From an optimization exercise on the open Yosys and OpenROAD flow, aimed at small area; shortcuts taken in it are not production practice. The RTL was checked by simulation tests, not by an equivalence proof against the original design.

Design seelevel, start of the top module:
module seelevel (
    input  wire        clk,
    input  wire        rst,
    input  wire        rx,
    output wire        tx,
    output wire        irq,
    input  wire        bus_en,
    input  wire        bus_we,
    input  wire [11:0] bus_addr,
    input  wire [31:0] bus_wdata,
    output wire [31:0] bus_rdata
);
    localparam [2:0] PH_IDLE     = 3'd0;
    localparam [2:0] PH_SEL_OFF  = 3'd1;
    localparam [2:0] PH_SEL_ON   = 3'd2;
    localparam [2:0] PH_CAP_HIGH = 3'd3;
    localparam [2:0] PH_CAP_LOW  = 3'd4;
    localparam [2:0] PH_EVAL     = 3'd5;
    localparam [1:0] C_DEC = 2'd0;    
    localparam [1:0] C_VAL = 2'd1;    
    localparam [1:0] C_LVL = 2'd2;    
    localparam [1:0] C_SEL = 2'd3;    
    genvar g;
    integer i;
    reg         ctrl_to_en, ctrl_ie, ctrl_tx;
    reg         st_done, st_ign;
    reg  [2:0]  st_result;
    reg  [2:0]  phase;
    reg         sync1, sync2;
    reg  [31:0] us;
    reg  [31:0] el;                  
    reg  [15:0] timeout_us, sel_off_us, sel_on_us;
    reg         lv_neg;              
    reg  [14:0] lv_m;                
    reg  [15:0] lv_den;
    reg  [31:0] cnt_noresp, cnt_pre, cnt_cs;
    reg  [6:0]  dur_count;
    reg  [3:0]  frame_count, seg_count;
    reg  [7:0]  cal_valid;
    reg  [8*16-1:0]  cal_ref;
    reg  [12*8-1:0]  frame_n;            
    reg  [10*8-1:0]  seg_n_q;            
    wire [12*8-1:0]  frame_q = ~frame_n;
    wire [10*8-1:0]  seg_q   = ~seg_n_q;
    reg  [96*16-1:0] dur_q;
    reg  [7:0]  sel_rem;             
    reg  [1:0]  cop;                 
    reg         s_big;               
    reg  [2:0]  s_lo;                
    wire busy = (phase != PH_IDLE);
    wire rx_s = sync2;
    assign tx  = ctrl_tx;
    assign irq = st_done & ctrl_ie;
    wire [9:0] w  = bus_addr[11:2];
    wire       wr = bus_en & bus_we;
    wire lo_page  = (w[9:4] == 6'h00);
    wire is_cal   = (w[9:3] == 7'h02);
    wire is_frame = (w[9:4] == 6'h02) && (w[3:0] < 4'd12);
    wire is_seg   = (w[9:4] == 6'h03) && (w[3:0] < 4'd10);
    wire is_dur   = (w[9:6] == 4'b0001) || (w[9:5] == 5'b00100);
    wire [6:0] dur_idx = {w[7], w[5:0]};
  ...
Size: about 5800 cells after synthesis, roughly 83 I/O pins.
Settings: LEC_CHECK=0, CAP_MARGIN=30, CORE_MARGIN=2, CORE_UTILIZATION=68, PLACE_DENSITY=0.78, SLEW_MARGIN=30, SYNTH_HIERARCHICAL=1; clock period 50.0 ns.
standard.sh (not shown) runs the stock make flow with config.mk's settings and CLKGATE_MAP_FILE= SYNTH_SCRIPT=/design/flow/synth_recipe.tcl, a recipe that flattens the netlist after the stock synthesis.
==> flow/flow/run.sh <==
#!/bin/bash
# Own layout flow: the standard ORFS flow (standard.sh, unchanged
# synthesis, floorplan, placement, routing and finishing) with two changes:
#  - clock tree synthesis with fixed sink clusters (30 sinks, 80 um) and no
#    dummy loads;
#  - minimum-size buffers on the input and output ports.
# The make output goes to standard.log; ORFS keeps each tool's log under
# orfs/logs/.
set -euo pipefail
export CTS_ARGS="-sink_clustering_enable -repair_clock_nets -dont_use_dummy_load -sink_clustering_size 30 -sink_clustering_max_diameter 80"
export BUFFER_PORTS_ARGS="-buffer_cell sky130_fd_sc_hd__buf_1"
bash standard.sh > standard.log 2>&1
The starting point completed with no timing, DRC or antenna violations.
Rerun with:
--- a/flow/flow/run.sh
+++ b/flow/flow/run.sh
@@ -4 +4,2 @@
-#  - clock tree synthesis with fixed sink clusters (30 sinks, 80 um) and no
+#  - clock tree synthesis with fixed sink clusters (18 sinks, 60 um) of
+#    clkbuf_8 buffers and no
@@ -10 +11 @@
-export CTS_ARGS="-sink_clustering_enable -repair_clock_nets -dont_use_dummy_load -sink_clustering_size 30 -sink_clustering_max_diameter 80"
+export CTS_ARGS="-sink_clustering_enable -repair_clock_nets -dont_use_dummy_load -sink_clustering_size 18 -sink_clustering_max_diameter 60 -buf_list sky130_fd_sc_hd__clkbuf_8"
Result: Area after synthesis is unchanged; synthesized cell count stays the same; non-clock buffer count rose by 2; first-iteration DRC count rose by 1.9%; final cell count rose by 0.88%; critical path depth rose by 1; sequential cell count does not change; final area is about the same; setup slack improved by 3.5 ps.

## static timing again, ports no longer ideal
The flow's constraints put no driver on any port. The routed layouts listed below were extracted and timed again, unchanged, in two steps.
Step 1, drivers: a clkbuf_16 drives clk and a buf_2 each remaining input, both assumed.
Step 2, shift: input delay + t, output delay - t, t = (earliest + latest rising clock arrival at the registers) / 2. This alone moves slack from input paths to output paths.
Slacks: ideal ports / drivers / drivers and shift; pairs: ideal ports / drivers.
| run | t, ns | slack for setup (ns) | hold WS [ns] | worst setup path at the end |
|---|---|---|---|---|
| the first run | 0.808 | 24.752 / 24.723 / 24.723 | 0.443 / 0.443 / 0.443 | input to output |
| the second run | 1.002 | 24.755 / 24.729 / 24.729 | 0.420 / 0.420 / 0.420 | input to output |
After both steps setup and hold are still met in every run listed. The setup slack of the first run, which loses most, moves by -0.029 ns with the drivers and by -0.029 ns with both steps.
